Background: an optimization exercise with open tools, aiming at small area. Do not read the settings as production practice. Only the layout flow was run in this run; the RTL was not checked for function there. No activity file was given, so power comes from the tool's default toggle rates.

### flow/flow/run.sh
#!/bin/bash
# Standard layout, with the port buffers made from the smallest buffer cell.
set -euo pipefail
export BUFFER_PORTS_ARGS="-buffer_cell sky130_fd_sc_hd__buf_1"
bash standard.sh > standard.log 2>&1
### flow/standard.sh
#!/bin/bash
# synth_recipe.tcl (not shown) runs the flow's synth.tcl, then flattens the netlist and writes it again
# the make line also repeats each setting of config.mk as NAME=value (left out here)
make -C /OpenROAD-flow-scripts/flow DESIGN_CONFIG=/design/flow/config.mk WORK_HOME=/design/flow/orfs CLKGATE_MAP_FILE= SYNTH_SCRIPT=/design/flow/synth_recipe.tcl "${@:-finish}"
### flow/config.mk
export PLATFORM = sky130hd
export DESIGN_NAME = nb_engine
export DESIGN_NICKNAME = nb_engine
export VERILOG_FILES = /design/flow/design.v
export SDC_FILE = /design/flow/constraint.sdc
export NUM_CORES = 4
export LEC_CHECK = 0
export CAP_MARGIN = 20
export CORE_MARGIN = 2
export CORE_UTILIZATION = 65
export CTS_BUF_LIST = sky130_fd_sc_hd__clkbuf_8
export CTS_CLUSTER_DIAMETER = 60
export CTS_CLUSTER_SIZE = 16
export SLEW_MARGIN = 20
### flow/constraint.sdc
create_clock -name core_clock -period 8.0 [get_ports {clk}]
set_input_delay 1.6000 -clock core_clock [delete_from_list [all_inputs] [get_ports {clk}]]
set_output_delay 1.6000 -clock core_clock [all_outputs]
set_load 0.01 [all_outputs]
### flow/design.v
module nb_engine (
    input  wire         clk,
    input  wire         rst,
    input  wire         cmd_valid,
    output wire         cmd_ready,
    input  wire [127:0] cmd_desc,
    output wire         busy,
    input  wire         src_valid,
    output wire         src_ready,
    input  wire [31:0]  src_data,
    output wire         dst_valid,
    output wire [31:0]  dst_data,
    input  wire [15:0]  cfg_wait_bound,
    input  wire         cfg_rfin_clk_low,
    output wire         bus_clk,
    output wire         bus_nrd,
    output wire         bus_start,
    output wire         bus_doe,
    output wire [7:0]   bus_dout,
    input  wire [7:0]   bus_din,
    input  wire         bus_nwait,
    output wire         irq_inhibit,
    input  wire [15:0]  owm_in,
    output wire         owm_we,
    output wire [15:0]  owm_wdata,
    output wire [1:0]   status_code,
    output wire [1:0]   status_where,
    output wire [31:0]  status_index,
    output wire [39:0]  status_addr
);
    localparam [15:0] M_BUS = 16'h01FF;
    localparam [7:0] OPC_POKE = 8'h01;
    localparam [7:0] OPC_PEEK = 8'h02;
    localparam [5:0]
        S_IDLE   = 6'd0,
        S_END    = 6'd1,
        S_NRD    = 6'd2,
        S_START  = 6'd3,
        S_DIR    = 6'd4,
        S_AWAIT  = 6'd5,
        S_CE1    = 6'd6,
        S_CE2    = 6'd7,
        S_CE3    = 6'd8,
        S_CX1    = 6'd9,
        S_CX2    = 6'd10,
        S_WWAIT  = 6'd11,
        S_R_DIR  = 6'd12,
        S_R_NRD  = 6'd13,
        S_R_LO   = 6'd14,
        S_R_HI   = 6'd15,
        S_R_SMP  = 6'd16,
        S_F_CLK  = 6'd17,
        S_F_NRD  = 6'd18,
        S_F_DIR  = 6'd19,
        S_FWAIT  = 6'd20,
        S_BEAT0  = 6'd32;
    reg [5:0]  seq;
    reg        ph_a;           
    reg        op_peek;
    reg [39:0] a;              
    reg [31:0] rn;             
    reg [31:0] i;              
    reg        step_r;         
    reg [31:0] w;              
    reg [15:0] c;              
    reg        clk_r, nrd_r, start_r, doe_r;
    reg [7:0]  dout_r;
    reg        st_tmo, st_con;
    reg [1:0]  st_wh;
    reg [31:0] st_index;
    reg [39:0] st_addr;
    wire [7:0]  d_opc  = cmd_desc[127:120];
    wire [23:0] d_rsv  = cmd_desc[119:96];
    wire [31:0] d_n    = cmd_desc[95:64];
    wire [39:0] d_addr = cmd_desc[39:0];
    wire        d_ok   = (d_rsv == 24'd0) && (d_opc == OPC_POKE || d_opc == OPC_PEEK);
    wire c_up;
    wire [40:0] a_cy;
    wire [32:0] i_cy;
    wire [32:0] r_cy;
    wire [16:0] c_cy;
    assign a_cy[0] = step_r;
    assign i_cy[0] = step_r;
    assign r_cy[0] = step_r;
    assign c_cy[0] = c_up;
    genvar g;
    generate
        for (g = 0; g < 40; g = g + 1) begin : g_a
            if (g == 19) begin : g_la
                assign a_cy[g+1] = a_cy[0] & (&a[19:0]);
            end else begin : g_rp
                assign a_cy[g+1] = a_cy[g] & a[g];
            end
        end
        for (g = 0; g < 32; g = g + 1) begin : g_i
            assign i_cy[g+1] = i_cy[g] & i[g];
            assign r_cy[g+1] = r_cy[g] & rn[g];
        end
        for (g = 0; g < 16; g = g + 1) begin : g_c
            assign c_cy[g+1] = c_cy[g] & c[g];
        end
    endgenerate
    wire [39:0] a_inc  = a ^ a_cy[39:0];
    wire [31:0] i_inc  = i ^ i_cy[31:0];
    wire [31:0] rn_inc = rn ^ r_cy[31:0];
    wire [15:0] c_inc  = c ^ c_cy[15:0];
    wire        rn_hi  = &rn[31:1];
    wire        last   = rn_hi & !rn[0];    
    wire        fin    = rn_hi & rn[0];     
    wire        pg_end = (a[7:0] == 8'hFF);
    wire timeout = (cfg_wait_bound != 16'd0) && (c_inc == cfg_wait_bound);
    wire [5:0] rfin_first = cfg_rfin_clk_low ? S_F_CLK : S_F_NRD;
    wire       s_beat = seq[5];
    wire [2:0] beat   = seq[4:2];
    wire s_drv  = s_beat && (seq[1:0] == 2'd0);
    wire s_hi   = s_beat && (seq[1:0] == 2'd1);
    wire s_lo   = s_beat && seq[1];
    wire s_d0   = (seq == S_BEAT0);
    wire idle  = (seq == S_IDLE);
    wire s_end = (seq == S_END) || ((seq == S_NRD) && ph_a && !op_peek && fin);
    wire s_cx2 = (seq == S_CX2);
    wire in_cs = s_beat || (seq == S_CE2) || (seq == S_CE3) || (seq == S_CX1) || s_cx2;
    wire s_wait = (seq == S_AWAIT) || (seq == S_WWAIT) || (seq == S_FWAIT);
    wire [4:0] bsel;
    assign bsel[0] = (beat == 3'd0);
    assign bsel[1] = (beat == 3'd1);
    assign bsel[2] = (beat == 3'd2);
    assign bsel[3] = (beat == 3'd3);
    assign bsel[4] = beat[2];
    wire [7:0] a_byte = ({8{bsel[0]}} & a[7:0])   | ({8{bsel[1]}} & a[15:8]) |
                        ({8{bsel[2]}} & a[23:16]) | ({8{bsel[3]}} & a[31:24]) |
                        ({8{bsel[4]}} & a[39:32]);
    wire smp_last = (seq == S_R_SMP) && (c[1:0] == 2'd3);
    wire w_go     = (seq == S_WWAIT) && bus_nwait;
    wire step     = smp_last || w_go;
    wire beat_end = ph_a ? beat[2] : (beat[1:0] == 2'd3);
    wire tmo_ev = s_wait && !bus_nwait && timeout;
    wire i_clr  = rst || idle || s_end;
    wire [31:0] i_d = i_clr ? 32'd0 : i_inc;
    wire st_we  = rst || tmo_ev || s_end || (idle && cmd_valid && !d_ok);
    assign c_up = s_wait || (seq == S_R_SMP);
    wire c_ld   = (seq == S_CE2);
    wire c_keep = c_up || (seq == S_R_LO) || (seq == S_R_HI) || (seq == S_CE3) ||
                  s_beat || (seq == S_CX1);
    assign cmd_ready    = idle;
    assign busy         = !idle;
    assign src_ready    = (seq == S_NRD) && !ph_a;
    assign dst_valid    = step_r && op_peek;
    assign dst_data     = w;
    assign bus_clk      = clk_r;
    assign bus_nrd      = nrd_r;
    assign bus_start    = start_r;
    assign bus_doe      = doe_r;
    assign bus_dout     = dout_r;
    assign irq_inhibit  = in_cs;
    assign owm_we       = s_d0 || s_cx2;
    assign owm_wdata    = s_cx2 ? c : M_BUS;
    assign status_code  = {st_con, st_tmo};
    assign status_where = {st_con | (st_tmo & st_wh[1]), st_con | (st_tmo & st_wh[0])};
    assign status_index = st_index;
    assign status_addr  = st_addr & {40{st_tmo}};
    always @(posedge clk) begin
        step_r <= step && !rst;
        a  <= idle ? d_addr : a_inc;
        rn <= idle ? ~d_n : rn_inc;
        i  <= i_d;
        if (idle)
            op_peek <= (d_opc == OPC_PEEK);
        c <= c_ld ? owm_in : (c_keep ? c_inc : 16'd0);
        if (seq == S_NRD && !ph_a && src_valid)
            w <= src_data;
        else if ((s_drv && !ph_a) || seq == S_R_SMP)
            w <= {bus_din, w[31:8]};
        if (st_we)
            st_index <= i_d;
        if (tmo_ev)
            st_addr  <= a;
    end
    always @(posedge clk) begin
        if (rst) begin
            seq         <= S_IDLE;
            clk_r       <= 1'b0;
            nrd_r       <= 1'b1;
            start_r     <= 1'b0;
            doe_r       <= 1'b1;
            dout_r      <= 8'd0;
            st_tmo      <= 1'b0;
            st_con      <= 1'b0;
            st_wh       <= 2'd0;
        end else begin
            if (tmo_ev) begin
                st_tmo <= 1'b1;
                st_con <= 1'b0;
                st_wh  <= (seq == S_AWAIT) ? 2'd0 : (seq == S_WWAIT) ? 2'd1 : 2'd2;
                seq    <= S_IDLE;
            end else if (s_beat) begin
                case (seq[1:0])
                    2'd0: begin
                        if (ph_a) begin
                            dout_r  <= a_byte;
                            start_r <= (beat == 3'd0);
                        end else begin
                            dout_r  <= w[7:0];
                        end
                        seq[1:0] <= 2'd1;
                    end
                    2'd1: begin
                        clk_r    <= 1'b1;
                        seq[1:0] <= 2'd2;
                    end
                    default: begin
                        clk_r <= 1'b0;
                        if (beat_end)
                            seq <= S_CX1;
                        else
                            seq <= {1'b1, beat + 3'd1, 2'd0};
                    end
                endcase
            end else begin
                case (seq)
                    S_IDLE: begin
                        ph_a <= 1'b1;
                        if (cmd_valid) begin
                            if (d_ok) begin
                                seq <= S_NRD;
                            end else begin
                                st_tmo <= 1'b0;
                                st_con <= 1'b1;
                            end
                        end
                    end
                    S_END: begin
                        st_tmo <= 1'b0;
                        st_con <= 1'b0;
                        seq    <= S_IDLE;
                    end
                    S_NRD: begin
                        if (s_end) begin
                            st_tmo <= 1'b0;
                            st_con <= 1'b0;
                            seq    <= S_IDLE;
                        end else if (ph_a || src_valid)
                            seq <= S_START;
                    end
                    S_START: begin if (ph_a) start_r <= 1'b1; seq <= S_DIR; end
                    S_DIR:   seq <= ph_a ? S_AWAIT : S_CE1;
                    S_AWAIT: if (bus_nwait) seq <= S_CE1;
                    S_CE1:   seq <= S_CE2;
                    S_CE2:   seq <= S_CE3;
                    S_CE3:   seq <= S_BEAT0;
                    S_CX1:   seq <= S_CX2;
                    S_CX2: begin
                        if (ph_a) begin
                            if (!op_peek) begin
                                ph_a <= 1'b0;
                                seq  <= S_NRD;
                            end else if (!fin)
                                seq <= S_R_DIR;
                            else
                                seq <= rfin_first;
                        end else
                            seq <= S_WWAIT;
                    end
                    S_WWAIT: begin
                        if (bus_nwait) begin
                            if (last)
                                seq <= S_END;
                            else begin
                                ph_a <= pg_end;
                                seq  <= S_NRD;
                            end
                        end
                    end
                    S_R_DIR: begin doe_r <= 1'b0; seq <= S_R_NRD; end
                    S_R_NRD: begin nrd_r <= 1'b0; seq <= S_R_LO; end
                    S_R_LO:  begin clk_r <= 1'b0; seq <= S_R_HI; end
                    S_R_HI:  begin clk_r <= 1'b1; seq <= S_R_SMP; end
                    S_R_SMP: begin
                        if (c[1:0] != 2'd3)
                            seq <= S_R_LO;
                        else
                            seq <= (!last && !pg_end) ? S_R_DIR : rfin_first;
                    end
                    S_F_CLK: begin clk_r <= 1'b0; seq <= S_F_NRD; end
                    S_F_NRD: begin nrd_r <= 1'b1; seq <= S_F_DIR; end
                    S_F_DIR: begin doe_r <= 1'b1; seq <= S_FWAIT; end
                    S_FWAIT: if (bus_nwait) seq <= fin ? S_END : S_NRD;
                    default: seq <= S_IDLE;
                endcase
            end
        end
    end
endmodule
==> summary.txt <==
[area by class of cell]
class / instances / area, sq um
multi-input combinational: 730 / 5310
tap: 225 / 281.5
clock buffer: 22 / 302.8
sequential: 249 / 6047
inverter: 8 / 30.03
timing repair buffer: 335 / 1303
clock inverter: 14 / 66.31
fill: 1281 / 4076
[kinds of logic (layout without fill, tap and decap cells)]
family / Yosys count / after routing / synth area share
buffers and inverters: 65 / 379 / 0.02695
AO/OA/AOI/OAI: 156 / 156 / 0.09169
flip-flops: 249 / 249 / 0.5188
AND/OR/NAND/NOR: 392 / 392 / 0.1788
adder cells (fa/ha/maj): 120 / 120 / 0.1288
XOR/XNOR: 21 / 21 / 0.01578
multiplexers: 41 / 41 / 0.03919
[report_power, final]
| group | leakage (nW) | internal [W] | switching [W] |
|---|---|---|---|
| Clock | 0.226 | 0.000260 | 0.000406 |
| Sequential | 2.19 | 0.00167 | 0.000228 |
| Combinational | 3.25 | 0.000442 | 0.000848 |
[metrics by stage]
step | total power [W] | cells | utilization | setup WS (ns)
after floorplan | 0.002787 | 1044 | - | 0.3516
after global placement | 0.003139 | 1547 | 0.7442 | 1.327
after detailed placement | 0.003202 | 1547 | 0.7447 | 1.218
after CTS | 0.003861 | 1583 | 0.7659 | 1.171
after global routing | 0.004112 | 1583 | 0.7659 | 0.7201
final | 0.003852 | 1583 | 0.7659 | 1.137
[flip-flops by register name, indices dropped and copies added, names as in the netlist, 2 cells and up]
signal,flops
rn,32
st_addr,40
st_index,32
a,40
w,32
dout_r,8
i,32
st_wh,2
c,16
seq,6
[synthesized netlist by cell type (all sizes together) (3+ instances only)]
| master | n | area share |
|---|---|---|
| nand2 | 170 | 0.055 |
| dfxtp | 143 | 0.25 |
| ha | 120 | 0.13 |
| edfxtp | 106 | 0.27 |
| and2 | 78 | 0.042 |
| o21ai | 55 | 0.024 |
| mux2 | 34 | 0.033 |
| nor2 | 34 | 0.012 |
| clkbuf | 29 | 0.0094 |
| buf | 28 | 0.015 |
| a21oi | 26 | 0.012 |
| nor4 | 21 | 0.019 |
| xor2 | 19 | 0.014 |
| a22o | 17 | 0.013 |
| nand3 | 15 | 0.0079 |
| nand4 | 14 | 0.0075 |
| nand2b | 13 | 0.0070 |
| a22oi | 12 | 0.0082 |
| o211ai | 12 | 0.0077 |
| and3 | 9 | 0.0048 |
| a222oi | 8 | 0.0069 |
| nor3 | 8 | 0.0034 |
| inv | 7 | 0.0023 |
| mux2i | 7 | 0.0063 |
| nor3b | 6 | 0.0052 |
| a21o | 5 | 0.0032 |
| nor2b | 5 | 0.0027 |
| and3b | 4 | 0.0030 |
| or3 | 4 | 0.0021 |
| a31oi | 3 | 0.0021 |
| and4 | 3 | 0.0023 |
[path summary, 6_finish.rpt]
path                                           from                      to  slack [ns]
worst min register to register        a[34]$_DFF_P_   st_addr[34]$_DFFE_PP_        0.48
worst max register to register  seq[2]$_SDFFE_PP0P_  st_index[22]$_DFFE_PP_        1.14
worst min-delay path                  a[34]$_DFF_P_   st_addr[34]$_DFFE_PP_        0.48
worst max-delay path            seq[2]$_SDFFE_PP0P_  st_index[22]$_DFFE_PP_        1.14
[metal layers]
layer	up-vias	GRT usage	wire, microns	share of wire
li1	4359	-	-	-
met1	4104	0.3584	11120	0.40
met2	404	0.5066	13790	0.49
met3	88	0.05117	1935	0.069
met4	0	0.1168	1168	0.042
met5	-	0	0	0
[placed cells by master (no fill, tap or decap), types with 6 or more instances in the layout]
cell	netlist	layout
a222oi_1	8	8
o21ai_0	55	55
and2_1	77	77
a22oi_1	11	11
nor3_1	8	8
nor4_1	13	13
edfxtp_1	106	106
o211ai_1	12	12
nand3_1	13	13
nor2_1	31	31
clkbuf_8	0	22
nand2_1	170	170
a21oi_1	25	25
mux2i_1	6	6
mux2_2	34	34
buf_1	5	323
nand2b_1	13	13
ha_1	120	120
and3_1	9	9
dfxtp_1	143	142
a22o_1	17	17
xor2_1	19	19
nand4_1	14	14
buf_4	6	12
inv_1	7	18
[critical path: cells and delay by family (launching register included)]
kind / cells / cell delay, ns
flops: 1 / 0.42
simple gates: 7 / 1.62
fa+ha+maj: 16 / 3.29
buf+inv: 2 / 0.46
mux: 1 / 0.39
compound gates: 1 / 0.11
xor+xnor: 1 / 0.17
==> impl.org <==
** Outcome
- The run finished with no timing, DRC or antenna violations.

** Route
- First drt pass iteration count :: 8
- Once detail routing completed, the nets flagged for antenna violations numbered 0.
- Total Routed Length :: 28010 microns
- Iter 0 DRT Violations :: 559
- Via count :: 8955
- Post-DR vias/cell :: 5.657
- Drc violations :: 0
- In the final routed layout, each cell accounts on average for 17.69 microns.

** Place
- The congestion estimate from routability-driven global placement came to 0.9670.
- The wire-length estimate of the detail-placed layout is 20860 microns.
- Input and output buffers added on the ports amount to 323.
- Placed inst area :: 12970 sq um

** Synth
- Netlist cell types :: 72
- After synthesis, the share of flip-flops with an asynchronous set or reset is 0.
- For this run, the leading register cell type out of synthesis is dfxtp_1.
- Mapped Area :: 11650 sq um
- Synthesized Nets :: 1370
- For this run, the number of Yosys warnings is 1.
- Number of register bits inferred by synthesis :: 249
- Of the synthesized area, sequential elements account for 0.5188.
- Synthesized area per cell :: 11.16 sq um
- Counting every instance in the synthesized netlist gives 1044.
- The synthesized design contains 106 enable-type register cells.

** Timing
- Count of pins over their slew limit :: 0
- Worst hold margin :: 0.4809 ns
- Part of the cycle the worst path needs :: 0.8579
- At the pin with the least slew margin, the transition time is 0.8672 ns.
- Setup repair after global routing left no endpoint under its margin.
- Setup Total Neg Slack :: 0 ns
- Post-layout min period :: 6.863 ns
- The final hold violation count was 0.
- Static timing analysis puts the maximum clock frequency at 0.1457 GHz.
- Worst slew slack as a fraction of its limit :: 0.4218
- Between clock sinks in the finished design, the worst skew comes to 0.02490 ns.
- Count of final setup violators :: 0

** Worst setup path
- Measured in cells, the most critical reg-to-reg path has a length of 28.
- The slowest stage of the critical path belongs to the cell dfxtp_1.
- STA puts the critical path data arrival time at 7.04 ns.
- Among the stages of the critical path, the cell type that occurs most often is ha_1.
- STA classifies the critical path endpoint as a flip-flop.
- For the worst setup path, the data required time is 8.18 ns.
- On the worst path, the slowest cell contributes a delay of 0.42 ns.
- Type of the worst setup path :: flip-flop to flip-flop
- Critical path peak fanout :: 32
- The worst setup path is launched from a flip-flop.

** Global route
- Via count of the first global-routing pass :: 8612
- The first global-routing pass estimated 42740 microns of wire.
- Antenna violations before repair :: 0
- GRT Residual Overflow :: 0
- In the global route stage, overall resource usage came out at 0.2907.
- Entering global routing, the biggest net connects 99 pins.

** Clock network
- H-tree level count :: 1
- Number of buffers between clock root and the deepest sink :: 3
- After clock tree synthesis, the flow added hold-fix buffers numbering 0.
- TritonCTS built the clock tree.
- Clock transition at path regs :: 0.10 ns
- Clk Latency, worst-skew pair :: 0.54 ns
- Gates resized during post-CTS repair numbered 0.
- Clock net sink count :: 249
- Root Buffer :: clkbuf_8
- Clock tree synthesis inserted a total of 20 buffers.
- Post-CTS timing repair inserted 0 buffers for setup.

** Floorplanning
- Initial core utilization :: 0.6691
- The floorplan step defined a die boundary enclosing 19020 sq um.
- The die is 137.9 microns wide.
- The die is 137.9 microns tall.
- Pin placement for this block handled 348 I/O pins.
- Floorplan core area :: 17420 sq um
- The floorplan has 48 rows.

** Final layout
- Area growth from synthesis to layout :: 14.47%
- The repair_antennas step left the layout with diodes totalling 0.
- Of the cells placed in the final design, the portion with a size suffix greater than 1 is 0.07069.
- The finished cells cover 13340 sq um.
- Final net count :: 1670

** Flow run
- Number of max-cap violations :: 0

** Worst hold path
- The worst hold path passes through 0 cells.
- The path class of the tightest hold or removal check is flip-flop to flip-flop.

** Power
- Power spread over the standard cell area amounts to 288.7 nW/um^2.
- Leakage Power :: 5.669 nW
- Across the VDD grid, the largest voltage drop is 0.2056 mV.

afterwards: timing with drivers on the ports:
Ports are ideal in the flow. The routed layout listed here was re-timed in OpenROAD. Step 1 assumes that a clkbuf_16 drives the clock port and a buf_2 every other input. Step 2 also shifts input and output timing later by t, the mid clock arrival at the registers, as if the neighbouring blocks saw the same clock. a / b / c = no drivers / after step 1 / after step 2; a / b = the first two.
shift t [ns]: 0.571
setup WS [ns]: 1.137 / 1.137 / 1.137
worst hold slack (ns): 0.481 / 0.481 / 0.481
worst data-port slew with drivers (ns): 0.08
cell pins on the clock port's net: 1
After both steps setup and hold are still met in this run. The setup slack of this run moves by 0.000 ns with the drivers and by 0.000 ns with both steps.
